What follows belongs to an exercise in optimizing a design on an open flow for small area; a production flow would make more cautious choices.
Function was checked by simulation only, so behaviour that the tests miss may differ from the original.
Power figures rest on the tool's default switching activity, not on a simulated workload.

## main
==> flow/design.v (excerpt) <==
module mgmon_core (
    input  wire         clk,
    input  wire         rst,
    input  wire         cmd_valid,
    output wire         cmd_ready,
    input  wire [39:0]  cmd_word,
    input  wire [511:0] cmd_bytes,
    output reg          rsp_valid,
    output wire [39:0]  rsp_word,
    output reg  [15:0]  a_o,
    output reg          a_oe,
    input  wire [15:0]  a_i,
    output reg  [7:0]   d_o,
    output wire         d_oe,
    input  wire [7:0]   d_i,
    output wire         rw_o,
    output reg          rw_oe,
    input  wire         rw_i,
    output wire         mclk_o,
    output reg          css_o,
    output reg          be_oe,
    input  wire         sync_i,
    input  wire         vp_i,
    output wire         ce_o,
    output wire         ce_oe,
    output wire         we_o,
    output wire         we_oe,
    output wire         oe_o,
    output wire         oe_oe,
    output wire         pgm_o,
    output wire         pgm_oe
);
Size in the first run: ~600 flip-flops, about 660 I/O pins, ~20000 sq um of cells after synthesis.
==> flow/config.mk <==
export PLATFORM = sky130hd
export DESIGN_NAME = mgmon_core
export DESIGN_NICKNAME = mgmon_core
export VERILOG_FILES = /design/flow/design.v
export SDC_FILE = /design/flow/constraint.sdc
export NUM_CORES = 4
export LEC_CHECK = 0
export CAP_MARGIN = 20
export CORE_MARGIN = 2
export CORE_UTILIZATION = 60
export SLEW_MARGIN = 20
==> flow/constraint.sdc <==
create_clock -name core_clock -period 10.0 [get_ports {clk}]
set_input_delay 2.0000 -clock core_clock [delete_from_list [all_inputs] [get_ports {clk}]]
set_output_delay 2.0000 -clock core_clock [all_outputs]
set_load 0.01 [all_outputs]
standard.sh (not shown) runs the stock make flow with config.mk's settings and CLKGATE_MAP_FILE= SYNTH_SCRIPT=/design/flow/synth_recipe.tcl, a recipe that flattens the netlist after the stock synthesis.
==> flow/flow/run.sh <==
#!/bin/bash
# Layout flow: the standard ORFS flow (standard.sh, unchanged synthesis),
# with smaller port buffers (buf_1 instead of the default clkdlybuf4s50_1)
# and a clock tree built without dummy loads, from the buffers and sink
# clusters below. Every port still gets a buffer.
set -euo pipefail
export BUFFER_PORTS_ARGS="-buffer_cell sky130_fd_sc_hd__buf_1"
export CTS_ARGS="-sink_clustering_enable -repair_clock_nets -dont_use_dummy_load -buf_list sky130_fd_sc_hd__clkbuf_4 -sink_clustering_size 10 -sink_clustering_max_diameter 40"
bash standard.sh finish > standard_flow.log 2>&1
Changes in the feature branch relative to main:
diff --git a/flow/design.v b/flow/design.v
--- a/flow/design.v
+++ b/flow/design.v
@@ -18,35 +18,34 @@
     input  wire         rw_i,
     output wire         mclk_o,
     output reg          css_o,
     output reg          be_oe,
     input  wire         sync_i,
     input  wire         vp_i,
     output wire         ce_o,
-    output wire         ce_oe,
+    output reg          ce_oe,
     output wire         we_o,
-    output wire         we_oe,
+    output reg          we_oe,
     output wire         oe_o,
-    output wire         oe_oe,
+    output reg          oe_oe,
     output wire         pgm_o,
-    output wire         pgm_oe
+    output reg          pgm_oe
 );
     localparam OP_INIT  = 4'h0, OP_ESC   = 4'h1, OP_PULSE = 4'h2, OP_BE    = 4'h3,
                OP_TAKE  = 4'h4, OP_SETBP = 4'h5, OP_CLRBP = 4'h6, OP_STEP  = 4'h7,
                OP_READ  = 4'h8, OP_WRITE = 4'h9, OP_START = 4'hA, OP_END   = 4'hB,
                OP_PROG  = 4'hC;
     reg          idle_r;       
     reg          busy_r;       
     reg  [3:0]   op;           
     reg  [4:0]   k;            
     reg  [31:0]  P;            
     reg  [15:0]  bp;           
     reg          bp_on;        
     reg  [1:0]   st;           
-    reg          ee_on;        
     reg  [511:0] ring;
     assign cmd_ready = idle_r;
     assign pgm_o     = 1'b1;
     wire [3:0]  c_op   = cmd_word[39:36];
     wire [3:0]  c_zero = cmd_word[35:32];
     wire [31:0] c_arg  = cmd_word[31:0];
     wire z0 = !c_arg[0];
@@ -130,20 +129,14 @@
     assign mclk_o = (o_pe && in_k(k, 5'd4, 5'd8)) || (o_step && in_k(k, 5'd7, 5'd16)) ||
                     (o_read && in_k(k, 5'd5, 5'd14)) || (o_write && in_k(k, 5'd7, 5'd15));
     assign d_oe   = (o_write && in_k(k, 5'd5, 5'd25)) || (o_prog && in_k(k, 5'd3, 5'd17));
     assign rw_o   = !(o_write && in_k(k, 5'd3, 5'd24));
     assign ce_o   = !(o_prog && (in_k(k, 5'd5, 5'd18) || in_k(k, 5'd21, 5'd22)));
     assign we_o   = !(o_prog && in_k(k, 5'd8, 5'd12));
     assign oe_o   = !(o_prog && in_k(k, 5'd20, 5'd23));
-    assign ce_oe  = ee_on || (o_start && in_k(k, 5'd23, 5'd25));
-    assign we_oe  = (ee_on && !((o_end && k4) || (o_init && k7))) ||
-                    (o_start && in_k(k, 5'd24, 5'd25));
-    assign oe_oe  = (ee_on && !((o_end && in_k(k, 5'd3, 5'd4)) || (o_init && in_k(k, 5'd6, 5'd7)))) ||
-                    (o_start && k25);
-    assign pgm_oe = ee_on && !((o_end && in_k(k, 5'd2, 5'd4)) || (o_init && in_k(k, 5'd5, 5'd7)));
     wire show_a = o_step && !st[0];
     wire show_d = (o_step || o_read) && !st[0];
     wire hit    = bp_on && (P[15:0] == bp);
     assign rsp_word = {2'b00, st,
                        show_a & hit, show_a & P[26], show_a & !P[24] & P[25], show_a & P[24],
                        8'h00, P[23:16] & {8{show_d}}, P[15:0] & {16{show_a}}};
     always @(posedge clk) begin
@@ -171,15 +164,18 @@
             rsp_valid <= 1'b0;
             a_o       <= 16'h0000;
             a_oe      <= 1'b0;
             d_o       <= 8'h00;
             rw_oe     <= 1'b0;
             css_o     <= 1'b1;
             be_oe     <= 1'b0;
-            ee_on     <= 1'b0;
+            ce_oe     <= 1'b0;
+            we_oe     <= 1'b0;
+            oe_oe     <= 1'b0;
+            pgm_oe    <= 1'b0;
         end else begin
             idle_r    <= idle_r ? !start : done;
             busy_r    <= idle_r ? start : !done;
             rsp_valid <= done || (take && c_now);
             if (idle_r)
                 k <= !start ? 5'd0 :
                      (c_op == OP_PULSE) ? 5'd3 :
@@ -200,16 +196,22 @@
             if (pb_next) a_o[5:0] <= a_o[5:0] + 6'd1;
             if (o_write && k5) d_o <= P[23:16];
             if (o_prog && k6)  d_o <= ring_tap;
             if ((o_init && k1) || (o_end && k5))  a_oe <= 1'b0;
             if ((o_tb && k13) || (o_prog && k1))  a_oe <= 1'b1;
             if ((o_init && k3) || (o_end && k7)) rw_oe <= 1'b0;
             if (o_tb && k17)                     rw_oe <= 1'b1;
-            if ((o_init && k7) || (o_end && k4)) ee_on <= 1'b0;
-            if (o_start && k25)                  ee_on <= 1'b1;
+            if ((o_init && k4) || (o_end && k1)) pgm_oe <= 1'b0;
+            if (o_start && k25)                  pgm_oe <= 1'b1;
+            if ((o_init && k5) || (o_end && k2)) oe_oe  <= 1'b0;
+            if (o_start && k24)                  oe_oe  <= 1'b1;
+            if ((o_init && k6) || (o_end && k3)) we_oe  <= 1'b0;
+            if (o_start && k23)                  we_oe  <= 1'b1;
+            if ((o_init && k7) || (o_end && k4)) ce_oe  <= 1'b0;
+            if (o_start && k22)                  ce_oe  <= 1'b1;
             if ((o_init && k8) || (o_end && k8)) be_oe <= 1'b0;
             if (o_tb && k1)                      be_oe <= 1'b1;
             if (o_be && k1)                      be_oe <= !P[0];
             if (o_init && k10) css_o <= 1'b1;
             if (o_tb && k2)    css_o <= 1'b0;
             if (o_esc && k1)   css_o <= P[0];
         end
## What came out
Changes observed in the feature branch relative to main: required time at the worst-slack endpoint higher, post-layout total power climbed 0.82%. Looking at main and the feature branch, the count of cells resized by post-cts repair is a wash. Capture point of the critical path: P[30]$_DFF_P_ -> the feature branch, P[31]$_DFF_P_ -> main. The feature branch leaves less setup margin than main. Relative to main, the complex-gate fraction of the synthesized area of the feature branch is higher by 0.19 points. Going from main to the feature branch, the number of iterations in the first detailed-routing pass was found to have gone up by 1. The feature branch ended up with a lower wire length per cell after detailed routing than main did. The global-route wire length before repair number comes out higher for the feature branch vs main. Any difference in fraction of area in registers between main and the feature branch is small enough to ignore.

## port drivers added, routing unchanged
In the flow no input, the clock included, has a driving cell. The finished layouts below were timed again as built, in two steps.
Step 1, drivers: a clkbuf_16 drives clk and a buf_2 each remaining input, both assumed.
Step 2 times the ports against the registers' clock, not the clock port: input delays grow and output delays shrink by t, the midpoint of the rising clock arrivals with the driver on.
Three values: ideal, step 1, step 2; two values: the first two.
run | t (ns) | slack for setup (ns) | latest minus earliest clock arrival (ns) | pins driven straight from the clock port
main | 0.792 | 2.282 / 2.282 / 2.282 | 0.097 / 0.096 | 1
the feature branch | 0.797 | 1.599 / 1.599 / 1.599 | 0.112 / 0.113 | 1
After both steps setup and hold are still met in every run listed.
